Context: an optimization exercise on an open-source flow, tuned for small area. The choices shown serve that exercise and are no tape-out recipe.

==> flow/design.v <==
module varint_dec (
    input  wire        clk,
    input  wire        rst,
    input  wire        dcmd_valid,
    output wire        dcmd_ready,
    input  wire        dcmd_w,
    input  wire        src_valid,
    output wire        src_ready,
    input  wire        src_eos,
    input  wire [7:0]  src_data,
    output wire        drsp_valid,
    input  wire        drsp_ready,
    output wire [1:0]  drsp_status,
    output wire [63:0] drsp_data
);
    localparam [3:0] S_IDLE = 4'b1010, S_OK = 4'b1100, S_EOS = 4'b1101, S_MAL = 4'b1110;
    reg [3:0]  st;
    reg        w;             
    reg [63:0] r;             
    wire idle = st[3] & ~st[2] & st[1];
    wire run  = ~(st[3] & (st[2] | st[1]));
    wire resp = st[3] & st[2];
    wire fire  = run & src_valid;
    wire cont  = src_data[7];
    wire lim   = w ? (st == 4'd9) : (st == 4'd4);
    wire wr    = fire & ~src_eos;
    wire clr   = fire & (src_eos | (cont & lim));
    wire first = wr & (st == 4'd0);
    wire nar   = wr & ~w & (st == 4'd4);    
    wire [6:0] dj = src_data[6:0];
    wire       s  = r[63];
    wire [6:0] bus_a = {7{~clr}} & (first ? {7{dj[0]}} : (dj ^ {7{s}}));
    wire [6:0] dj_b  = w ? dj : {7{dj[4]}};
    wire [6:0] bus_b = {7{~clr}} & (first ? {7{dj[0]}} : (dj_b ^ {7{s}}));
    wire [5:0] bus_0 = {6{~clr}} & (dj[6:1] ^ {6{dj[0]}});
    wire [9:0] gen;
    genvar i;
    generate
        for (i = 0; i < 10; i = i + 1) begin : g_en
            assign gen[i] = first | clr | (wr & (st == i));
        end
    endgenerate
    wire en_hi = first | clr | nar;
    always @(posedge clk) begin
        if (rst)
            st <= S_IDLE;
        else if (idle) begin
            if (dcmd_valid) st <= 4'd0;
        end else if (resp) begin
            if (drsp_ready) st <= S_IDLE;
        end else if (src_valid) begin
            if (src_eos)   st <= S_EOS;
            else if (!cont) st <= S_OK;
            else if (lim)  st <= S_MAL;
            else           st <= st + 4'd1;
        end
    end
    always @(posedge clk)
        if (idle) w <= dcmd_w;
    integer k;
    always @(posedge clk) begin
        if (gen[0]) r[5:0] <= bus_0;
        for (k = 6; k < 63; k = k + 1) begin
            if (gen[(k + 1) / 7] | (k >= 34 && nar))
                r[k] <= (k >= 32) ? bus_b[(k + 1) % 7] : bus_a[(k + 1) % 7];
        end
        if (en_hi) r[63] <= bus_b[4];
    end
    assign dcmd_ready  = idle;
    assign src_ready   = run;
    assign drsp_valid  = resp;
    assign drsp_status = st[1:0];
    assign drsp_data   = r;
endmodule
module varint_enc (
    input  wire        clk,
    input  wire        rst,
    input  wire        ecmd_valid,
    output wire        ecmd_ready,
    input  wire        ecmd_w,
    input  wire [63:0] ecmd_data,
    output wire        snk_valid,
    input  wire        snk_ready,
    input  wire        snk_err,
    output wire [7:0]  snk_data,
    output wire        ersp_valid,
    input  wire        ersp_ready,
    output wire [1:0]  ersp_status
);
    localparam [3:0] S_IDLE = 4'b1010, S_OK = 4'b1100, S_ERR = 4'b1111;
    reg [3:0]  st;
    reg        w;
    reg [63:0] v;
    wire idle = st[3] & ~st[2] & st[1];
    wire run  = ~(st[3] & (st[2] | st[1]));
    wire resp = st[3] & st[2];
    wire s = w ? v[63] : v[31];
    wire [63:0] ve = {w ? v[63:32] : {32{v[31]}}, v[31:0]};
    wire [9:0] same;
    genvar g;
    generate
        for (g = 1; g < 10; g = g + 1) begin : g_same
            assign same[g] = (ve[63:7*g-1] == {(65-7*g){s}});
        end
    endgenerate
    assign same[0] = 1'b0;
    wire [69:0] vx = {{6{s}}, ve, 1'b0};    
    reg  [6:0]  grp;
    reg         more;
    always @(*) begin
        case (st)
            4'd0: begin grp = vx[6:0];   more = ~same[1]; end
            4'd1: begin grp = vx[13:7];  more = ~same[2]; end
            4'd2: begin grp = vx[20:14]; more = ~same[3]; end
            4'd3: begin grp = vx[27:21]; more = ~same[4]; end
            4'd4: begin grp = vx[34:28]; more = ~same[5]; end
            4'd5: begin grp = vx[41:35]; more = ~same[6]; end
            4'd6: begin grp = vx[48:42]; more = ~same[7]; end
            4'd7: begin grp = vx[55:49]; more = ~same[8]; end
            4'd8: begin grp = vx[62:56]; more = ~same[9]; end
            default: begin grp = vx[69:63]; more = 1'b0; end
        endcase
    end
    wire [6:0] byte_lo = grp ^ {7{s}};
    always @(posedge clk) begin
        if (rst)
            st <= S_IDLE;
        else if (idle) begin
            if (ecmd_valid) st <= 4'd0;
        end else if (resp) begin
            if (ersp_ready) st <= S_IDLE;
        end else if (snk_ready) begin
            if (snk_err)   st <= S_ERR;
            else if (more) st <= st + 4'd1;
            else           st <= S_OK;
        end
    end
    always @(posedge clk)
        if (idle) begin
            v <= ecmd_data;
            w <= ecmd_w;
        end
    assign ecmd_ready  = idle;
    assign snk_valid   = run;
    assign snk_data    = {more, byte_lo};
    assign ersp_valid  = resp;
    assign ersp_status = {st[0], st[0]};
endmodule
module varint_codec (
    input  wire        clk,
    input  wire        rst,
    input  wire        dcmd_valid,
    output wire        dcmd_ready,
    input  wire        dcmd_w,
    input  wire        src_valid,
    output wire        src_ready,
    input  wire        src_eos,
    input  wire [7:0]  src_data,
    output wire        drsp_valid,
    input  wire        drsp_ready,
    output wire [1:0]  drsp_status,
    output wire [63:0] drsp_data,
    input  wire        ecmd_valid,
    output wire        ecmd_ready,
    input  wire        ecmd_w,
    input  wire [63:0] ecmd_data,
    output wire        snk_valid,
    input  wire        snk_ready,
    input  wire        snk_err,
    output wire [7:0]  snk_data,
    output wire        ersp_valid,
    input  wire        ersp_ready,
    output wire [1:0]  ersp_status
);
    varint_dec u_dec (
        .clk(clk), .rst(rst),
        .dcmd_valid(dcmd_valid), .dcmd_ready(dcmd_ready), .dcmd_w(dcmd_w),
        .src_valid(src_valid), .src_ready(src_ready), .src_eos(src_eos), .src_data(src_data),
        .drsp_valid(drsp_valid), .drsp_ready(drsp_ready),
        .drsp_status(drsp_status), .drsp_data(drsp_data)
    );
    varint_enc u_enc (
        .clk(clk), .rst(rst),
        .ecmd_valid(ecmd_valid), .ecmd_ready(ecmd_ready), .ecmd_w(ecmd_w), .ecmd_data(ecmd_data),
        .snk_valid(snk_valid), .snk_ready(snk_ready), .snk_err(snk_err), .snk_data(snk_data),
        .ersp_valid(ersp_valid), .ersp_ready(ersp_ready), .ersp_status(ersp_status)
    );
endmodule
==> flow/config.mk <==
export PLATFORM = sky130hd
export DESIGN_NAME = varint_codec
export DESIGN_NICKNAME = varint_codec
export VERILOG_FILES = /design/flow/design.v
export SDC_FILE = /design/flow/constraint.sdc
export NUM_CORES = 4
export LEC_CHECK = 0
export ABC_AREA = 1
export CAP_MARGIN = 20
export CORE_MARGIN = 2
export CORE_UTILIZATION = 40
export SLEW_MARGIN = 20
==> flow/constraint.sdc <==
create_clock -name core_clock -period 5.0 [get_ports {clk}]
set_input_delay 1.0000 -clock core_clock [delete_from_list [all_inputs] [get_ports {clk}]]
set_output_delay 1.0000 -clock core_clock [all_outputs]
set_load 0.01 [all_outputs]
run.sh (not shown) runs the stock make flow with config.mk's settings and CLKGATE_MAP_FILE= SYNTH_SCRIPT=/design/flow/synth_recipe.tcl, a recipe that flattens the netlist after the stock synthesis.
Then changed:
- ABC_AREA: 1 -> default
Count of clock-buffer cells in the layout does not change.
Hold slack improves by 85 ps.
Core utilization goes up by 3.0 points.
Routed wire length goes down by about a fifth.
Setup slack improves by 130 ps.
Critical path depth falls by 1.
First-iteration DRC count drops by well over a third.
Non-clock buffer count is lower by 2.
Cell count falls by a quarter to a third.
Global-route usage shrinks by 1.3 points.
Fmax goes up by a few percent.
No run of this note included a check of the RTL's function; only the layout flow was run.

==> re-timing with driven ports <==
The results above use ideal ports. As a check the final layouts listed here were re-extracted and re-timed, cells and wires unchanged.
Step 1: set_driving_cell puts a clkbuf_16 on clk and a buf_2 on each other input, an assumption about the parent block.
Step 2 also shifts input and output timing later by t, the mid clock arrival at the registers, as if the neighbouring blocks saw the same clock.
Three values: ideal ports, drivers, drivers and shift; two values: the first two.
| run | t, ns | setup slack, ns | latest minus earliest clock arrival (ns) | worst register clock-pin slew, ns | pins driven straight from the clock port |
|---|---|---|---|---|---|
| the first run | 0.468 | 0.537 / 0.491 / 0.959 | 0.013 / 0.012 | 0.07 / 0.07 | 1 |
| the second run | 0.460 | 0.672 / 0.630 / 0.917 | 0.010 / 0.011 | 0.06 / 0.06 | 1 |
After both steps setup and hold are still met in every run listed.
